Context: an optimization exercise on an open-source flow, tuned for small area. The choices shown serve that exercise and are no tape-out recipe. Function not checked in this run: the RTL went through the layout flow alone. No activity file was given, so power comes from the tool's default toggle rates.

### flow/design.v
module tpms_window #(
    parameter [33:0] REF = 34'd0,
    parameter [33:0] TOL = 34'd0
) (
    input  wire [31:0] d,
    output wire        match
);
    wire [33:0] d_ext = {2'b00, d};
    wire [33:0] diff  = (d_ext >= REF) ? (d_ext - REF) : (REF - d_ext);
    assign match = (diff < TOL);
endmodule
module tpms_classifier #(
    parameter [31:0] SHORT_US     = 32'd123,
    parameter [31:0] LONG_US      = 32'd244,
    parameter [31:0] TOLERANCE_US = 32'd61
) (
    input  wire        level,
    input  wire [31:0] d,
    output reg  [2:0]  sym,
    output wire        is_start
);
    localparam [33:0] SHORT_REF = {2'b00, SHORT_US};
    localparam [33:0] LONG_REF  = {2'b00, LONG_US};
    localparam [33:0] START_REF = {1'b0, LONG_US, 1'b0};    
    localparam [33:0] TOL       = {2'b00, TOLERANCE_US};
    wire short_match, long_match, start_match;
    tpms_window #(.REF(SHORT_REF), .TOL(TOL)) u_short (.d(d), .match(short_match));
    tpms_window #(.REF(LONG_REF),  .TOL(TOL)) u_long  (.d(d), .match(long_match));
    tpms_window #(.REF(START_REF), .TOL(TOL)) u_start (.d(d), .match(start_match));
    always @(*) begin
        if (short_match)
            sym = {2'b00, level};
        else if (long_match)
            sym = {2'b01, level};
        else
            sym = 3'b100;
    end
    assign is_start = level & start_match;
endmodule
module tpms_line_decoder (
    input  wire       phase,
    input  wire       lvl,
    input  wire [2:0] sym,
    input  wire       init_lvl,
    output reg        next_phase,
    output reg        next_lvl,
    output reg        emit,
    output reg        bit_out,
    output reg        viol
);
    wire sym_reset = sym[2];
    wire sym_long  = sym[1];
    wire sym_level = sym[0];
    always @(*) begin
        next_phase = 1'b0;
        next_lvl   = init_lvl;
        emit       = 1'b0;
        bit_out    = 1'b0;
        viol       = 1'b0;
        if (sym_reset) begin
        end else if (!phase) begin
            if (sym_level != lvl) begin
                viol = 1'b1;
            end else if (!sym_long) begin
                next_phase = 1'b1;
                next_lvl   = lvl;
            end else begin
                next_phase = 1'b0;
                next_lvl   = ~lvl;
                emit       = 1'b1;
                bit_out    = ~lvl;
            end
        end else begin
            if (!sym_long && (sym_level == ~lvl)) begin
                next_phase = 1'b0;
                next_lvl   = lvl;
                emit       = 1'b1;
                bit_out    = lvl;
            end else begin
                viol = 1'b1;
            end
        end
    end
endmodule
module tpms_validator (
    input  wire [59:0] frame,
    output reg         valid,
    output wire [31:0] sensor_id,
    output wire [15:0] pressure,
    output wire [15:0] temperature,
    output wire [1:0]  battery,
    output wire [63:0] raw_bits,
    output wire [15:0] raw_count
);
    localparam [7:0]  CRC_POLY  = 8'h07;
    localparam [15:0] TEMP_BIAS = 16'd50;
    reg [7:0] crc;
    integer i;
    always @(*) begin
        crc = 8'h00;
        for (i = 51; i >= 0; i = i - 1) begin
            if (crc[7] ^ frame[i])
                crc = {crc[6:0], 1'b0} ^ CRC_POLY;
            else
                crc = {crc[6:0], 1'b0};
        end
        valid = (crc == frame[59:52]);
    end
    assign sensor_id   = {8'h00, frame[41:18]};
    assign pressure    = {7'h00, frame[17:9]};
    assign temperature = {8'h00, frame[7:0]} - TEMP_BIAS;
    assign battery     = 2'b10;                   
    assign raw_bits    = {4'h0, frame};
    assign raw_count   = 16'd60;
endmodule
module tpms_decoder (
    input  wire        clk,
    input  wire        rst,
    input  wire        cmd_valid,
    input  wire [34:0] cmd,
    output reg         out_valid,
    output reg  [31:0] rec_sensor_id,
    output reg  [15:0] rec_pressure,
    output reg  [15:0] rec_temperature,
    output reg  [1:0]  rec_battery,
    output reg  [63:0] rec_raw_bits,
    output reg  [15:0] rec_raw_count
);
    localparam [31:0] SHORT_US       = 32'd123;
    localparam [31:0] LONG_US        = 32'd244;
    localparam [31:0] TOLERANCE_US   = 32'd61;
    localparam [15:0] MIN_BITS       = 16'd60;
    localparam [15:0] PREAMBLE_LEN   = 16'd8;
    localparam        PREAMBLE_BIT   = 1'b0;
    localparam        INVERT_BITS    = 1'b0;
    localparam        MAN_INIT_LEVEL = 1'b0;
    localparam        ACC_WIDTH      = 64;
    localparam [1:0] OP_FEED  = 2'b00;
    localparam [1:0] OP_RESET = 2'b01;
    localparam [1:0] OP_ALLOC = 2'b10;
    localparam [1:0] OP_FREE  = 2'b11;
    localparam [1:0] FR_RESET    = 2'b00;
    localparam [1:0] FR_PREAMBLE = 2'b01;
    localparam [1:0] FR_PAYLOAD  = 2'b10;
    reg                 live;
    reg [1:0]           frame;
    reg                 man_phase;
    reg                 man_lvl;
    reg [15:0]          pre_count;
    reg [ACC_WIDTH-1:0] acc_value;
    reg [15:0]          acc_count;
    wire [1:0]  op          = cmd[34:33];
    wire        cmd_level   = cmd[32];
    wire [31:0] cmd_dur     = cmd[31:0];
    wire        operands_ok = (cmd[32:0] == 33'd0);
    wire [2:0] sym;
    wire       is_start;
    wire       ld_phase, ld_lvl, ld_emit, ld_bit, ld_viol;
    tpms_classifier #(
        .SHORT_US(SHORT_US), .LONG_US(LONG_US), .TOLERANCE_US(TOLERANCE_US)
    ) u_classifier (
        .level(cmd_level), .d(cmd_dur), .sym(sym), .is_start(is_start)
    );
    tpms_line_decoder u_line_decoder (
        .phase(man_phase), .lvl(man_lvl), .sym(sym), .init_lvl(MAN_INIT_LEVEL),
        .next_phase(ld_phase), .next_lvl(ld_lvl), .emit(ld_emit),
        .bit_out(ld_bit), .viol(ld_viol)
    );
    wire                 used_bit  = ld_bit ^ INVERT_BITS;
    wire [ACC_WIDTH-1:0] acc_next  = {acc_value[ACC_WIDTH-2:0], used_bit};
    wire [15:0]          count_next = acc_count + 16'd1;
    wire [15:0]          pre_next  = pre_count + 16'd1;
    wire        frame_ok;
    wire [31:0] v_sensor_id;
    wire [15:0] v_pressure, v_temperature, v_raw_count;
    wire [1:0]  v_battery;
    wire [63:0] v_raw_bits;
    tpms_validator u_validator (
        .frame(acc_next[59:0]), .valid(frame_ok),
        .sensor_id(v_sensor_id), .pressure(v_pressure),
        .temperature(v_temperature), .battery(v_battery),
        .raw_bits(v_raw_bits), .raw_count(v_raw_count)
    );
    reg                 n_live;
    reg [1:0]           n_frame;
    reg                 n_phase, n_lvl;
    reg [15:0]          n_pre_count;
    reg [ACC_WIDTH-1:0] n_acc_value;
    reg [15:0]          n_acc_count;
    reg                 n_emit;
    task automatic go_init;
        begin
            n_frame     = FR_RESET;
            n_phase     = 1'b0;
            n_lvl       = MAN_INIT_LEVEL;
            n_pre_count = 16'd0;
            n_acc_value = {ACC_WIDTH{1'b0}};
            n_acc_count = 16'd0;
        end
    endtask
    always @(*) begin
        n_live      = live;
        n_frame     = frame;
        n_phase     = man_phase;
        n_lvl       = man_lvl;
        n_pre_count = pre_count;
        n_acc_value = acc_value;
        n_acc_count = acc_count;
        n_emit      = 1'b0;
        if (cmd_valid) begin
            case (op)
                OP_FEED: begin
                    if (live) begin
                        if (frame == FR_RESET) begin
                            if (is_start) begin
                                go_init;
                                n_frame = FR_PREAMBLE;
                            end
                        end else if (sym[2] || ld_viol) begin
                            go_init;                          
                        end else begin
                            n_phase = ld_phase;
                            n_lvl   = ld_lvl;
                            if (ld_emit) begin
                                if (frame == FR_PREAMBLE) begin
                                    if (used_bit != PREAMBLE_BIT) begin
                                        go_init;              
                                    end else begin
                                        n_pre_count = pre_next;
                                        if (pre_next == PREAMBLE_LEN)
                                            n_frame = FR_PAYLOAD;
                                    end
                                end else begin
                                    if (acc_count == ACC_WIDTH) begin
                                        go_init;              
                                    end else if (count_next == MIN_BITS) begin
                                        n_emit = frame_ok;
                                        go_init;              
                                    end else begin
                                        n_acc_value = acc_next;
                                        n_acc_count = count_next;
                                    end
                                end
                            end
                        end
                    end
                end
                OP_RESET: begin
                    if (operands_ok && live)
                        go_init;
                end
                OP_ALLOC: begin
                    if (operands_ok) begin
                        go_init;
                        n_live = 1'b1;
                    end
                end
                OP_FREE: begin
                    if (operands_ok && live)
                        n_live = 1'b0;
                end
            endcase
        end
    end
    always @(posedge clk) begin
        if (rst) begin
            live            <= 1'b0;
            frame           <= FR_RESET;
            man_phase       <= 1'b0;
            man_lvl         <= MAN_INIT_LEVEL;
            pre_count       <= 16'd0;
            acc_value       <= {ACC_WIDTH{1'b0}};
            acc_count       <= 16'd0;
            out_valid       <= 1'b0;
            rec_sensor_id   <= 32'd0;
            rec_pressure    <= 16'd0;
            rec_temperature <= 16'd0;
            rec_battery     <= 2'd0;
            rec_raw_bits    <= 64'd0;
            rec_raw_count   <= 16'd0;
        end else begin
            live      <= n_live;
            frame     <= n_frame;
            man_phase <= n_phase;
            man_lvl   <= n_lvl;
            pre_count <= n_pre_count;
            acc_value <= n_acc_value;
            acc_count <= n_acc_count;
            out_valid <= n_emit;
            if (n_emit) begin
                rec_sensor_id   <= v_sensor_id;
                rec_pressure    <= v_pressure;
                rec_temperature <= v_temperature;
                rec_battery     <= v_battery;
                rec_raw_bits    <= v_raw_bits;
                rec_raw_count   <= v_raw_count;
            end else begin
                rec_sensor_id   <= 32'd0;
                rec_pressure    <= 16'd0;
                rec_temperature <= 16'd0;
                rec_battery     <= 2'd0;
                rec_raw_bits    <= 64'd0;
                rec_raw_count   <= 16'd0;
            end
        end
    end
endmodule
### flow/run.sh
#!/bin/bash
# synth_recipe.tcl (not shown) runs the flow's synth.tcl, then flattens the netlist and writes it again
# the make line also repeats each setting of config.mk as NAME=value (left out here)
make -C /OpenROAD-flow-scripts/flow DESIGN_CONFIG=/design/flow/config.mk WORK_HOME=/design/flow/orfs CLKGATE_MAP_FILE= SYNTH_SCRIPT=/design/flow/synth_recipe.tcl finish
### flow/config.mk
export PLATFORM = sky130hd
export DESIGN_NAME = tpms_decoder
export DESIGN_NICKNAME = tpms_decoder
export VERILOG_FILES = /design/flow/design.v
export SDC_FILE = /design/flow/constraint.sdc
export NUM_CORES = 4
export LEC_CHECK = 0
export CAP_MARGIN = 20
export CORE_MARGIN = 2
export CORE_UTILIZATION = 40
export SLEW_MARGIN = 20
### flow/constraint.sdc
create_clock -name core_clock -period 8.0 [get_ports {clk}]
set_input_delay 1.6000 -clock core_clock [delete_from_list [all_inputs] [get_ports {clk}]]
set_output_delay 1.6000 -clock core_clock [all_outputs]
set_load 0.01 [all_outputs]
==> out/metrics.yaml <==
run_status:
  outcome: "complete, no violations"
timing:
  finClkSkew_ns: 0.01327
  slew-limit-headroom_pct: 44.98
  setup_viol: 0
  min_period_ns: 7.075
  rsz0062_at_grt: "no"
  worst_pin_slew_ns: 0.8150
  finalCritPeriodShare_pct: 88.43
  fmax_mhz: 141.4
  slew_viol_final: 0
  fin_setup_tns_ns: 0
  finalHoldViolCount: 0
min_path:
  hp-class: "flip-flop to flip-flop"
  worstHoldPathCells: 2
clocking:
  cts_root_buf: "clkbuf_16"
  cts_setup_buffers: 0
  cts_buffer_depth: 2
  cts.sinks: 165
  clock_latency_ns: 0.44
  cts_buffers: 17
  cts.htree.levels: 4
  path_clk_slew_ns: 0.08
  cts_tree: "yes"
  ctsHoldBuffers: 0
  cts_resized: 0
synth:
  synth_top_flop_cell: "dfxtp_1"
  yosysWarnings: 4
  yosysUniqueCellTypes: 97
  syn_area_um2: 12450
  avgSynthCellArea_um2: 8.221
  synth_edf_count: 0
  syn_inst: 1514
  ys_seq_area_share_pct: 26.54
  synth-async-reset-ratio_pct: 0
  synth-seq-cells: 165
die:
  start_util_pct: 40.69
  die_w_um: 180.4
  rows: 64
  die_area_um2: 32540
  core_um2: 30590
  io_pins: 185
  dieHeight_um: 180.4
cells_and_area:
  num-nets-final: 1650
  layout_common_cells: "dfxtp_1, clkdlybuf4s50_1, a21oi_1"
  area_delta_synth_final_pct: 18.39
  ff_latch_area_um2: 3303
  final_common_cell: "dfxtp_1"
  multi_input_area_um2: 8015
  diodes: 0
  fin_area_um2: 14740
  layout-drive-gt1-share_pct: 9.669
  n_fill_cell: 2922
setup_path:
  worst_r2r_path_depth: 13
  cp-start-kind: "primary input"
  path_class: "primary input to flip-flop"
  crit_chain: "clkdlybuf4s50_1, or4_1, nor4_4, o311ai_1, o21ai_0, nand4_1, or4_1, nor3_1, a31oi_2, ha_1, inv_1, nor2_1, a21o_1, and2_1, a32oi_1, xnor3_1, mux2i_1, a2111oi_4, buf_12, nor4b_2"
  required_ns: 8.35
  max_stage_delay_ns: 0.69
  cp_slowest_cell: "or4_1"
  critical_path_arrival_ns: 7.43
  end_kind: "flip-flop"
  cp.depth: 20
  worstPathMaxFanout: 69
  crit_buf_inv: 3
  crit_path_frequent_cell: "or4_1"
  cpLargestDelayFamily: "simple AND/OR/NAND/NOR gates"
place:
  port_buffers: 152
  dpl-instance-area_um2: 14110
  hpwl_um: 28390
  gp_congestion: 0.9896
detailed_routing:
  drc: 0
  vias: 11980
  antenna_left: 0
  drt-initial-drc-count: 1060
  wl_um: 39430
  via_per_inst: 5.993
  wire_per_inst_um: 19.73
  firstDrtPassIters: 6
global_routing:
  grt_max_degree: 70
  grt_first_pass_wirelength_um: 63050
  grt_overflow: 0
  antenna_found_initial: 0
  grt_pass1_vias: 11160
  grt_util_all_layers_pct: 23.60
run:
  drv_cap: 0
power_and_ir_drop:
  power_density_nw_per_um2: 128.1
  p_leak_nw: 5.094
  irDropWorstVdd_v: 0.0001388
[power by group]
group | total [mW] | switching, mW | internal, mW
registers | 0.821 | 0.000383 | 0.821
logic | 0.203 | 0.136 | 0.0674
clock network | 0.863 | 0.433 | 0.431
total | 1.89 | 0.569 | 1.32
[flip-flops by register name, summed over array words and instances, names as in the netlist]
register / cells
acc_value: 59
rec_raw_bits: 28
rec_sensor_id: 23
acc_count: 16
pre_count: 16
rec_temperature: 9
rec_pressure: 8
frame: 2
live: 1
man_lvl: 1
man_phase: 1
rec_raw_count: 1
[logic make-up (layout without fill, tap and decap cells)]
group,Yosys count,after routing,synth area share (%)
compound gates,392,392,20.57
xor+xnor,138,138,13.90
fa+ha+maj,22,22,2.211
buf+inv,246,304,10.30
flops,165,165,26.54
mux,16,16,1.317
other cells,1,32,0.03013
simple gates,534,534,25.13
[stage by stage]
step                setup slack [ns]  util [%]  cells  hold slack, ns  power [mW]
CTS                           0.9345     48.17   1999          0.4861       1.897
global placement              0.7314     46.13   1967          0.4659       1.040
finish                        0.9254     48.17   1999          0.4835       1.888
global route                  0.4914     48.17   1999          0.5156       1.955
floorplan                      1.708         -   1545          0.4479      0.9690
detailed placement            0.4904     46.13   1967          0.4762       1.038
[worst reg2reg max path, delay by kind of cell, from the launching register on]
kind,cells,cell delay (ns)
xor+xnor,7,2.95
simple gates,2,0.64
flops,1,0.47
compound gates,2,0.42
buf+inv,1,0.26
mux,1,0.13
[layout make-up]
class                      instances  area share [%]
clock buffer                      17           2.887
clock inverter                    15           1.342
inverter                          49           1.248
multi-input combinational       1134           54.39
sequential                       165           22.42
tap                              396           3.362
timing repair buffer             223           14.35
[Yosys cell counts, types with 10 or more instances]
cell,n,area (um^2)
dfxtp_1,165,3303
a21oi_1,117,585.6
o21ai_0,105,525.5
nand4_1,92,575.6
buf_4,85,638.1
clkbuf_1,85,319.1
and2_1,72,450.4
xnor2_1,68,595.6
nand2_1,57,214.0
nor2_1,56,210.2
nor3_1,55,275.3
inv_1,48,180.2
nand3_1,48,240.2
xor2_1,31,271.5
nor4_1,30,187.7
xnor3_1,28,630.6
ha_1,22,275.3
or3_1,22,137.6
buf_2,20,100.1
and3_1,16,100.1
o211ai_1,16,120.1
o32ai_1,15,131.4
a31oi_1,14,87.58
mux2i_1,13,130.1
or4_1,13,97.59
a211oi_1,12,90.09
nand2b_1,10,62.56
o41ai_1,10,87.58
or2_2,10,62.56
[final timing paths]
path            startpoint                  end  slack (ns)
max                cmd[24]  rec_temperature[14]        0.93
min                man_lvl              man_lvl        0.48
max reg2reg  acc_value[40]  rec_temperature[14]        3.05
min reg2reg        man_lvl              man_lvl        0.48
[metal layers]
metal  part of all wire (%)  routed length (um)  vias up  global-route usage (%)
met5                      0                   0        -                       0
met4                    2.6                1022        0                   7.645
met3                    7.3                2885       67                   3.577
met2                     45               17880      562                   37.42
met1                     45               17650     5707                   32.89
li1                       -                   -     5644                       -

==> what the ideal ports hide <==
How much do the figures lean on ideal ports? The routed layout below was timed once more, with nothing changed but the port constraints. Step 1: set_driving_cell puts a clkbuf_16 on clk and a buf_2 on each other input, an assumption about the parent block. Step 2 adds t to the input delays and takes it off the output delays; t is the mean of the earliest and latest rising clock arrival at the registers after step 1. Input paths then give back, and output paths get back, about the clock's delay inside the block. a / b / c = ideal / step 1 / step 2; a / b = the first two.
t, ns: 0.482
setup slack, ns: 0.925 / 0.953 / 0.470
worst data-port slew with drivers (ns): 0.04
After both steps setup and hold are still met in this run. The setup slack of this run moves by +0.028 ns with the drivers and by -0.455 ns with both steps.
